From an optimization exercise on the open Yosys and OpenROAD flow, aimed at small area, a short achievable clock period and few clock cycles; shortcuts taken in it are not production practice. Only simulation tests tie the RTL to the original design; equivalence was not proved. Power is estimated from default activity; no workload was simulated.

**flow/run.sh**
```bash
#!/bin/bash
# synth_recipe.tcl (not shown) runs the flow's synth.tcl, then flattens the netlist and writes it again
# the make line also repeats each setting of config.mk as NAME=value (left out here)
make -C /OpenROAD-flow-scripts/flow DESIGN_CONFIG=/design/flow/config.mk WORK_HOME=/design/flow/orfs CLKGATE_MAP_FILE= SYNTH_SCRIPT=/design/flow/synth_recipe.tcl finish
```
**flow/config.mk**
```make
export PLATFORM = sky130hd
export DESIGN_NAME = ptfc_cke
export DESIGN_NICKNAME = ptfc_cke
export VERILOG_FILES = /design/flow/design.v
export SDC_FILE = /design/flow/constraint.sdc
export NUM_CORES = 4
export LEC_CHECK = 0
export CAP_MARGIN = 20
export CORE_MARGIN = 2
export CORE_UTILIZATION = 35
export SLEW_MARGIN = 20
export SYNTH_MEMORY_MAX_BITS = 8192
```
**flow/constraint.sdc**
```tcl
create_clock -name core_clock -period 10.0 [get_ports {clk}]
set_input_delay 2.0000 -clock core_clock [delete_from_list [all_inputs] [get_ports {clk}]]
set_output_delay 2.0000 -clock core_clock [all_outputs]
set_load 0.01 [all_outputs]
```
**flow/design.v**
```verilog
module ptfc_cke (
    input  wire        clk,
    input  wire        rst,
    input  wire        ibuf_we,
    input  wire [9:0]  ibuf_addr,
    input  wire [7:0]  ibuf_wdata,
    input  wire        ilen_we,
    input  wire [15:0] ilen_wdata,
    input  wire        errlog_we,
    input  wire [15:0] errlog_wdata,
    input  wire        cmd_we,
    input  wire [7:0]  cmd,
    output wire        busy,
    output reg         done,
    output reg  [7:0]  status,
    output reg  [15:0] errlog,
    output reg  [7:0]  rsum,
    output reg  [15:0] rlen,
    output reg  [15:0] rpos,
    output reg  [15:0] rcrc,
    output reg  [7:0]  blen,
    output reg  [15:0] dcrc
);
    localparam BUF_CAP = 540;
    localparam OP_NOP  = 8'h00;
    localparam OP_OSUM = 8'h10;
    localparam OP_OVFY = 8'h11;
    localparam OP_ICRC = 8'h12;
    localparam E_ILL     = 4'd1;
    localparam E_NOSTART = 4'd2;
    localparam E_SHORT   = 4'd3;
    localparam E_OCHK    = 4'd4;
    localparam S_IDLE   = 4'd0;
    localparam S_SUM    = 4'd1;   
    localparam S_FIND   = 4'd2;   
    localparam S_LENHI  = 4'd3;   
    localparam S_LENLO  = 4'd4;   
    localparam S_BODY   = 4'd5;   
    localparam S_CRCCHK = 4'd6;   
    localparam S_CRC    = 4'd7;   
    reg [7:0] ibuf [0:BUF_CAP-1];
    reg [9:0] ilen;
    reg [3:0]  state;
    reg [9:0]  idx;
    reg [7:0]  acc;
    reg [15:0] crc;
    reg        nib;
    reg [7:0]  last;
    reg [9:0]  spos;
    reg [7:0]  lhi;
    reg [15:0] flen;
    wire [7:0] cur = ibuf[idx];
    assign busy = (state != S_IDLE);
    function [15:0] crc_tab;
        input [3:0] t;
        begin
            case (t)
                4'h0: crc_tab = 16'h0000;
                4'h1: crc_tab = 16'hA001;
                4'h2: crc_tab = 16'hE003;
                4'h3: crc_tab = 16'h4002;
                4'h4: crc_tab = 16'h6007;
                4'h5: crc_tab = 16'hC006;
                4'h6: crc_tab = 16'h8004;
                4'h7: crc_tab = 16'h2005;
                4'h8: crc_tab = 16'hC00E;
                4'h9: crc_tab = 16'h600F;
                4'hA: crc_tab = 16'h200D;
                4'hB: crc_tab = 16'h800C;
                4'hC: crc_tab = 16'hA009;
                4'hD: crc_tab = 16'h0008;
                4'hE: crc_tab = 16'h400A;
                default: crc_tab = 16'hE00B;
            endcase
        end
    endfunction
    wire [3:0]  nibble  = nib ? cur[3:0] : cur[7:4];
    wire [15:0] crc_nxt = {crc[11:0], 4'h0} ^ crc_tab(crc[15:12] ^ nibble);
    wire [7:0]  chk     = 8'hFF - acc;
    wire [16:0] fend    = {7'd0, spos} + {1'b0, flen} + 17'd4;
    always @(posedge clk) begin
        if (ibuf_we)
            ibuf[ibuf_addr] <= ibuf_wdata;
    end
    always @(posedge clk) begin
        if (rst) begin
            state  <= S_IDLE;
            done   <= 1'b0;
            status <= 8'h00;
            errlog <= 16'h0000;
            ilen   <= 10'd0;
            rsum   <= 8'h00;
            rlen   <= 16'h0000;
            rpos   <= 16'h0000;
            rcrc   <= 16'h0000;
            blen   <= 8'h00;
            dcrc   <= 16'h0000;
            idx    <= 10'd0;
            acc    <= 8'd0;
            crc    <= 16'h0000;
            nib    <= 1'b0;
            last   <= 8'd0;
            spos   <= 10'd0;
            lhi    <= 8'd0;
            flen   <= 16'h0000;
        end else begin
            done <= 1'b0;
            if (errlog_we && state == S_IDLE)
                errlog <= errlog & ~(errlog_wdata & 16'h07FE);
            if (ilen_we && state == S_IDLE) begin
                if (ilen_wdata > BUF_CAP)
                    errlog[10] <= 1'b1;
                else
                    ilen <= ilen_wdata[9:0];
            end
            case (state)
                S_IDLE: begin
                    if (cmd_we) begin
                        idx <= 10'd0;
                        acc <= 8'd0;
                        crc <= 16'h0000;
                        nib <= 1'b0;
                        case (cmd)
                            OP_NOP: begin
                                status <= 8'h00;
                                done   <= 1'b1;
                            end
                            OP_OSUM: state <= S_SUM;
                            OP_OVFY: state <= S_FIND;
                            OP_ICRC: begin
                                if (ilen < 10'd3) begin
                                    status     <= {4'h0, E_SHORT};
                                    errlog[3]  <= 1'b1;
                                    done       <= 1'b1;
                                end else begin
                                    state <= S_CRCCHK;
                                end
                            end
                            default: begin
                                status    <= {4'h0, E_ILL};
                                errlog[1] <= 1'b1;
                                done      <= 1'b1;
                            end
                        endcase
                    end
                end
                S_SUM: begin
                    if (idx == ilen) begin
                        rsum   <= chk;
                        status <= 8'h00;
                        done   <= 1'b1;
                        state  <= S_IDLE;
                    end else begin
                        acc <= acc + cur;
                        idx <= idx + 10'd1;
                    end
                end
                S_FIND: begin
                    if (idx == ilen) begin
                        status    <= {4'h0, E_NOSTART};
                        errlog[2] <= 1'b1;
                        done      <= 1'b1;
                        state     <= S_IDLE;
                    end else if (cur == 8'h7E) begin
                        spos  <= idx;
                        idx   <= idx + 10'd1;
                        state <= S_LENHI;
                    end else begin
                        idx <= idx + 10'd1;
                    end
                end
                S_LENHI: begin
                    if ({1'b0, spos} + 11'd3 > {1'b0, ilen}) begin
                        status    <= {4'h0, E_SHORT};
                        errlog[3] <= 1'b1;
                        done      <= 1'b1;
                        state     <= S_IDLE;
                    end else begin
                        lhi   <= cur;
                        idx   <= idx + 10'd1;
                        state <= S_LENLO;
                    end
                end
                S_LENLO: begin
                    flen <= {lhi, cur};
                    idx  <= idx + 10'd1;
                    state <= S_BODY;
                    if ({lhi, cur} < 16'd2 ||
                        {7'd0, spos} + {1'b0, lhi, cur} + 17'd4 > {7'd0, ilen}) begin
                        status    <= {4'h0, E_SHORT};
                        errlog[3] <= 1'b1;
                        done      <= 1'b1;
                        state     <= S_IDLE;
                    end
                end
                S_BODY: begin
                    if ({7'd0, idx} == fend - 17'd1) begin
                        if (cur == chk) begin
                            rsum   <= chk;
                            rlen   <= flen;
                            rpos   <= {6'd0, spos};
                            status <= 8'h10;
                        end else begin
                            status    <= {4'h0, E_OCHK};
                            errlog[4] <= 1'b1;
                        end
                        done  <= 1'b1;
                        state <= S_IDLE;
                    end else begin
                        acc <= acc + cur;
                        idx <= idx + 10'd1;
                    end
                end
                S_CRCCHK: begin
                    if ({2'b00, ibuf[2]} > ilen) begin
                        status    <= {4'h0, E_SHORT};
                        errlog[3] <= 1'b1;
                        done      <= 1'b1;
                        state     <= S_IDLE;
                    end else begin
                        last  <= ibuf[2];
                        state <= S_CRC;
                    end
                end
                S_CRC: begin
                    if (idx == {2'b00, last}) begin
                        rcrc <= crc;
                        blen <= last;
                        if (last >= 8'd5) begin
                            dcrc   <= {ibuf[4], ibuf[3]};
                            status <= ({ibuf[4], ibuf[3]} == crc) ? 8'h20 : 8'h00;
                        end else begin
                            dcrc   <= 16'h0000;
                            status <= 8'h00;
                        end
                        done  <= 1'b1;
                        state <= S_IDLE;
                    end else if (idx == 10'd3 || idx == 10'd4) begin
                        idx <= idx + 10'd1;
                    end else begin
                        crc <= crc_nxt;
                        nib <= ~nib;
                        if (nib)
                            idx <= idx + 10'd1;
                    end
                end
                default: state <= S_IDLE;
            endcase
        end
    end
endmodule
```
==> metrics.csv <==
stage,metric,value,unit
clock_network,total CTS buffers,450,
timing,Slew headroom,18.1,%
route,via density per instance,5.70,
timing,Post-Route Skew,0.0723,ns
logic_synthesis,Seq cells post-synth,4510,
pwr,VDD IR max,0.169,mV
timing,Worst-Margin Slew,1.22,ns
global_route,initial antenna violation count,49,
floorplan,total die area,519000,sq um
timing,Fmax,0.111,GHz
worst_setup_path,CP bufs+invs,5,
worst_setup_path,R2R Path End,status[0],
global_route,GRT Total Usage,19.9,%
global_route,vias in the first global route,93226,
floorplan,IO Count,170,
worst_setup_path,crit path DAT,9.81,ns
floorplan,Die Ht,720,microns
placement,DP HPWL,333000,microns
global_route,largest net degree at the start of global routing,202,
worst_setup_path,Levels on crit path,29,
floorplan,Core ar.,512000,sq um
route,Wirelength per Cell,31.8,microns
worst_setup_path,critical path's slowest cell,dfxtp_4,
route,DR DRC count,0,
worst_hold_path,Hold EP,rlen[3],
finish,synth-to-layout area growth,13.5,%
placement,Port Buf Inserts,148,
pwr,leakage power,62.2,nW
worst_setup_path,crit path capture type,register,
worst_setup_path,CP Launch Type,register,
pwr,combinational share of power,3.0,%
worst_setup_path,"delay-heaviest family, CP",compound AO/OA/AOI/OAI gates,
clock_network,clock sink count,4510,
placement,placed standard-cell area,189000,sq um
pwr,switching pwr,8.03,mW
worst_setup_path,crit path kind,register to register,
finish,share of layout cells above drive strength 1,21.5,%
timing,Slew Limit Fails,0,
global_route,first-pass GRT wire length,737000,microns
logic_synthesis,Post-Syn Instances,9128,
timing,Fin. Hold Viols,0,
clock_network,post-CTS sizing,0,
worst_setup_path,Register-to-Register Path Depth,29,
finish,cell area after layout,204000,sq um
logic_synthesis,"EDFF count, synth",4320,
clock_network,H-tree levels,5,
logic_synthesis,simple-gate portion of the synthesized area,4.13,%
route,router iterations before antenna repair,14,
route,vias,95089,
status,status,no timing/DRC/antenna violations,
placement,routability congestion estimate from global placement,0.883,
logic_synthesis,Mapped Area,180000,sq um
timing,setup TNS,0,ns
logic_synthesis,"Warnings, synthesis",1,
logic_synthesis,main combinational cell family by area after synthesis,multiplexers,
clock_network,CTS tree,built,
timing,min Tclk post-route,9.00,ns
pwr,internal power,30.6,mW
finish,fin nets,9647,
logic_synthesis,Synth Area per Inst,19.7,sq um
logic_synthesis,post-synthesis cell type count,106,
pwr,pwr dens,190,nW/um^2
worst_setup_path,internal reg-to-reg setup slack,1.00,ns
worst_hold_path,worst hold-check path type,register to register,
route,antenna-violating nets left,0,
timing,period utilisation layout,90.0,%
route,total wire length,530000,microns
logic_synthesis,Synth Area in XOR/XNOR,0.431,%
clock_network,"CTS clk-pin slew, worst paths",0.06,ns
pwr,share of total power in the clock network,43.5,%
floorplan,Die Wd,720,microns
logic_synthesis,Main synth FF type,edfxtp_1,
global_route,total gr overflow,0,
clock_network,Longest Clk Path Bufs,4,
worst_hold_path,HP Start,rlen[3],
route,initial DRC count,13110,
floorplan,Cell Rows,263,
clock_network,clock latency (worst-skew pair),1.02,ns
clock_network,Root Buffer,clkbuf_16,
timing,RSZ-0062 raised after global routing,no,
logic_synthesis,post-synthesis mux area share,15.6,%
finish,post-layout util,39.8,%
logic_synthesis,ys async rst share,0,%
timing,final setup violation count,0,
pwr,Sequential Power Share,53.6,%
clock_network,postcts setup bufs,0,
logic_synthesis,"Seq/Total Area, Yosys",74.3,%
worst_setup_path,"Max FO, Critical Path",24,
floorplan,initial core utilization,35.1,%
worst_setup_path,CP required,10.82,ns
pwr,switching share of power,20.8,%
clock_network,CTS Hold Bufs,0,
run,Max Cap Viol,0,
worst_hold_path,Cells on Worst Hold Path,2,
logic_synthesis,Compound-Gate Fraction of Synth Area,2.72,%
logic_synthesis,adder-cell share of the synthesized area,0.577,%
worst_setup_path,max incr delay on CP,1.02,ns
sequential cells by signal, indices dropped and copies added (netlist names), 3 cells and up, named ones only:
signal  cells
spos       10
ibuf     4320
rlen       16
errlog     10
dcrc       16
crc        16
ilen       10
rcrc       16
last        8
rpos       10
status      5
state       3
blen        8
acc         8
rsum        8
flen       16
lhi         8
idx        10
stage by stage:
step / std cells / setup WS [ns] / total power, mW / hold WS (ns)
floorplan: 9142 / 3.85 / 21.7 / 0.436
global placement: 15805 / 0.715 / 22.2 / 0.439
detailed placement: 15806 / 0.998 / 22.3 / 0.449
CTS: 16634 / 1.00 / 38.8 / 0.457
global route: 16636 / 0.467 / 39.6 / 0.472
finish: 16670 / 1.00 / 38.7 / 0.452
worst reg2reg max path, delay by kind of cell (launching register included):
family                   cells  cell delay, ns
AO/OA/AOI/OAI               12            2.88
XOR/XNOR                     1            0.19
adder cells (fa/ha/maj)      4            1.23
buffers and inverters        5            1.19
flip-flops                   1            1.02
multiplexers                 3            1.25
AND/OR/NAND/NOR              4            1.10
kinds of logic (layout without fill, tap and decap cells):
kind of cell             after synthesis  after routing
flip-flops                          4510           4510
XOR/XNOR                              86             86
buffers and inverters                629           1365
AND/OR/NAND/NOR                     1690           1690
AO/OA/AOI/OAI                        725            725
multiplexers                        1406           1406
adder cells (fa/ha/maj)               81             81
other                                  1             50
cell usage in the layout, fill, tap and decap left out, types with 139 or more instances in the layout:
master,n
edfxtp_1,4320
mux4_2,966
nor2_1,754
clkbuf_16,456
nand2_1,430
buf_4,278
mux2i_1,254
dfxtp_1,183
a21oi_1,181
clkdlybuf4s50_1,139
power groups by stage:
stage                     Combinational, mW  Clock, mW  Sequential (mW)
final                                  1.15       16.8             20.7
after floorplan                       0.597          0             21.1
after global routing                   1.21       17.7             20.7
after detailed placement               1.15          0             21.1
after CTS                              1.15       17.0             20.7
after global placement                 1.12          0             21.1
synth_stat cells (21+ instances only):
library cell / n / area [sq um]
xnor2_1: 57 / 499
xor2_1: 27 / 236
o21ai_0: 75 / 375
nand4_1: 32 / 200
a22oi_1: 76 / 571
a211oi_1: 47 / 353
inv_1: 57 / 214
o211ai_1: 21 / 158
o22ai_1: 94 / 588
a31oi_1: 28 / 175
buf_2: 115 / 576
buf_8: 21 / 315
and2_1: 31 / 194
buf_1: 34 / 128
mux4_2: 966 / 21800
nand3_1: 144 / 721
nor3_1: 76 / 380
buf_4: 111 / 833
nor4_1: 25 / 156
a21o_1: 24 / 180
a21oi_1: 181 / 906
mux2_2: 83 / 935
dfxtp_1: 190 / 3800
clkbuf_1: 181 / 679
edfxtp_1: 4320 / 130000
nor2b_1: 29 / 181
and3_1: 23 / 144
ha_1: 78 / 976
nor2_1: 762 / 2860
mux4_1: 103 / 2710
buf_6: 90 / 1010
mux2i_1: 254 / 2540
nand2b_1: 28 / 175
nand2_1: 447 / 1680
layout make-up:
cell class              count  area, sq um
flip-flops and latches   4510       134000
multi-input cells        4003        42400
well taps                6757         8450
diodes                     35         87.6
repair buffers            476         4600
clock inverters           270         2680
fillers                 45141       308000
inverters                  61          246
clock buffers             558        11900
per-layer routing:
layer  GRT usage [%]  share of wire [%]  vias to the layer above
met5               0              0.022                        -
met4            8.14                4.5                       18
met3            4.19                 10                     1032
met2            31.0                 46                     5440
met1            27.2                 39                    50521
li1                -                  -                    38078
worst max-delay path by stage:
stage	from	endpoint	slack (ns)
3_5_place_dp	register	status[0]	1.0
4_1_cts	register	status[0]	1.00
2_1_floorplan	register	status[1]	3.85
5_1_grt	register	status[0]	0.47
3_3_place_gp	register	status[0]	0.71
6_report	register	status[0]	1.00
Testbench counts, summed over its fixed seeds: cycles 1,366,619.

what the ideal ports hide:
No port has a modelled driver above. Below, the same layout with a new extraction and two added sets of constraints.
Step 1, drivers: a clkbuf_16 drives clk and a buf_2 each remaining input, both assumed.
Step 2 moves the port delays by t, midway between the first and last clock arrival at a register: inputs arrive t later, outputs are due t later. That takes back most of the time a late clock gives input paths.
Three values: ideal ports, drivers, drivers and shift; two values: the first two.
t, ns: 1.091
setup slack, ns: 1.005 / 1.005 / 1.005
worst setup path after step 2: register to register
clock arrival spread, ns: 0.073 / 0.073
cell pins on the clock port's net: 1
After both steps this run still meets setup and hold. The setup slack of this run moves by 0.000 ns with the drivers and by 0.000 ns with both steps.
